From an optimization exercise on the open Yosys and OpenROAD flow, aimed at small area, a short achievable clock period and few clock cycles; shortcuts taken in it are not production practice.
Only simulation tests tie the RTL to the original design; equivalence was not proved.
Power is estimated from default activity; no workload was simulated.

run Y:
// bdu
module bdu (
    input  wire        clk,
    input  wire        rst,           
    input  wire        reg_we,
    input  wire [3:0]  reg_waddr,
    input  wire [31:0] reg_wdata,
    input  wire [3:0]  reg_raddr,
    output reg  [31:0] reg_rdata,
    output wire        irq,
    output wire        busy,
    output reg         raw_re,
    output reg  [14:0] raw_addr,
    input  wire [7:0]  raw_rdata,
    output reg         plane_en,
    output reg         plane_we,
    output reg  [13:0] plane_addr,
    output reg  [7:0]  plane_wdata,
    input  wire [7:0]  plane_rdata,
    output reg         rgb_we,
    output reg  [15:0] rgb_addr,
    output reg  [7:0]  rgb_wdata      
);
    localparam [1:0] PH_IDLE = 2'd0, PH_UNPACK = 2'd1, PH_DEMOSAIC = 2'd2, PH_HALT = 2'd3;
    localparam [2:0] E_ARG_CMD = 3'd1, E_ARG_CFG = 3'd2, E_ALLOC = 3'd3,
                     E_SHORT_READ = 3'd4, E_BOUNDS = 3'd5;
    localparam [3:0] R_CTRL = 4'd0, R_CMD = 4'd1, R_STATUS = 4'd2, R_WIDTH = 4'd3,
                     R_HEIGHT = 4'd4, R_BITDEPTH = 4'd5, R_PATTERN = 4'd6,
                     R_RAW_LEN = 4'd7, R_PIX = 4'd8, R_FPIX = 4'd9, R_FADDR = 4'd10;
    localparam [2:0] T_NONE = 3'd0, T_B = 3'd1, T_G = 3'd2, T_R = 3'd3, T_X = 3'd4;
    reg        ie;
    reg [15:0] width, height;
    reg [4:0]  bitdepth;
    reg [1:0]  pattern;
    reg [31:0] raw_len;
    reg [1:0]  phase;
    reg        done, patnop;
    reg [2:0]  ecode;
    reg [14:0] pix;               
    reg [31:0] faddr;             
    reg [15:0] p16;
    reg        phi;
    reg [1:0]  s;                 
    reg        unp_on;            
    reg        fuse;              
    reg        dem_todo;          
    reg        dact;              
    reg        dwp;               
    reg        rdef;              
    reg        flt;               
    reg [14:0] uc;                
    reg [4:0]  ba;                
    reg        v1, v2;            
    reg [4:0]  amt1, amt2;        
    reg [7:0]  w0;                
    reg [13:0] col;               
    reg        lodd;              
    reg [7:0]  opb, opg, opr;     
  ...
==> flow/config.mk <==
export PLATFORM = sky130hd
export DESIGN_NAME = bdu
export DESIGN_NICKNAME = bdu
export VERILOG_FILES = /design/flow/design.v
export SDC_FILE = /design/flow/constraint.sdc
export NUM_CORES = 4
export LEC_CHECK = 0
export CAP_MARGIN = 15
export CORE_MARGIN = 2
export CORE_UTILIZATION = 55
export CTS_BUF_LIST = sky130_fd_sc_hd__clkbuf_4 sky130_fd_sc_hd__clkbuf_8
export PLACE_DENSITY = 0.7
export SLEW_MARGIN = 15
==> flow/constraint.sdc <==
create_clock -name core_clock -period 13.0 [get_ports {clk}]
set_input_delay 2.6000 -clock core_clock [delete_from_list [all_inputs] [get_ports {clk}]]
set_output_delay 2.6000 -clock core_clock [all_outputs]
set_load 0.01 [all_outputs]
standard.sh (not shown) runs the stock make flow with config.mk's settings and CLKGATE_MAP_FILE= SYNTH_SCRIPT=/design/flow/synth_recipe.tcl, a recipe that flattens the netlist after the stock synthesis.
==> flow/flow/run.sh <==
#!/bin/bash
set -euo pipefail
MARGIN=${MARGIN:-6.3}
bash standard.sh SETUP_SLACK_MARGIN=$MARGIN finish > standard.log 2>&1
Run Y was carried through to the last stage, and its layout satisfied the timing, design-rule and antenna checks.
Testbench counts of run Y, summed over its fixed seeds: cycles 197,751.
Relative to run Y, the following input files were edited for run C:
Settings: CTS_BUF_LIST no longer set, was sky130_fd_sc_hd__clkbuf_4 sky130_fd_sc_hd__clkbuf_8; SLEW_MARGIN now 30, was 15; PLACE_DENSITY now 0.6, was 0.7; CORE_UTILIZATION now 40, was 55; CAP_MARGIN now 30, was 15.
==> comparison <==
Summary — critical path depth, run C relative to run Y: lower, by 5. The uppermost layer routed comes out met4 in one run and met5 in the other, namely in run Y and run C respectively. The post-placement setup slack reported for run C is greater than that of run Y by 0.36 ns. Between run Y and run C, the difference in share of final-layout standard cells stronger than drive strength 1 is negligible. Run Y -> run C: number of buffers inserted by port buffering flat. Overall power of the completed layout ended up about 6% higher on run C than on run Y. Delta (run C minus run Y): cell-internal power rose by about 8%; clock network fraction of design power +2.7 points; power attributed to combinational cells now larger. Run C vs run Y on worst-case headroom to the max-slew limit: run C is the lower one. The run showing the greater clock period minus worst slack is run C.

## static timing again, ports no longer ideal
The results above use ideal ports. As a check the final layouts listed here were re-extracted and re-timed, cells and wires unchanged.
Step 1 assumes that a clkbuf_16 drives the clock port and a buf_2 every other input.
Step 2 moves the port delays by t, midway between the first and last clock arrival at a register: inputs arrive t later, outputs are due t later. That takes back most of the time a late clock gives input paths.
Three values: ideal ports, drivers, drivers and shift; two values: the first two.
| run | shift t [ns] | setup WS [ns] | latest minus earliest clock arrival (ns) | worst register clock-pin slew, ns |
|---|---|---|---|---|
| run Y | 0.705 | 6.041 / 6.045 / 5.340 | 0.027 / 0.028 | 0.07 / 0.07 |
| run C | 0.625 | 5.934 / 5.942 / 5.317 | 0.035 / 0.035 | 0.07 / 0.07 |
After both steps every run listed still meets setup and hold. For run Y, which loses most, drivers alone change the setup slack by +0.004 ns; drivers and shift together by -0.701 ns.
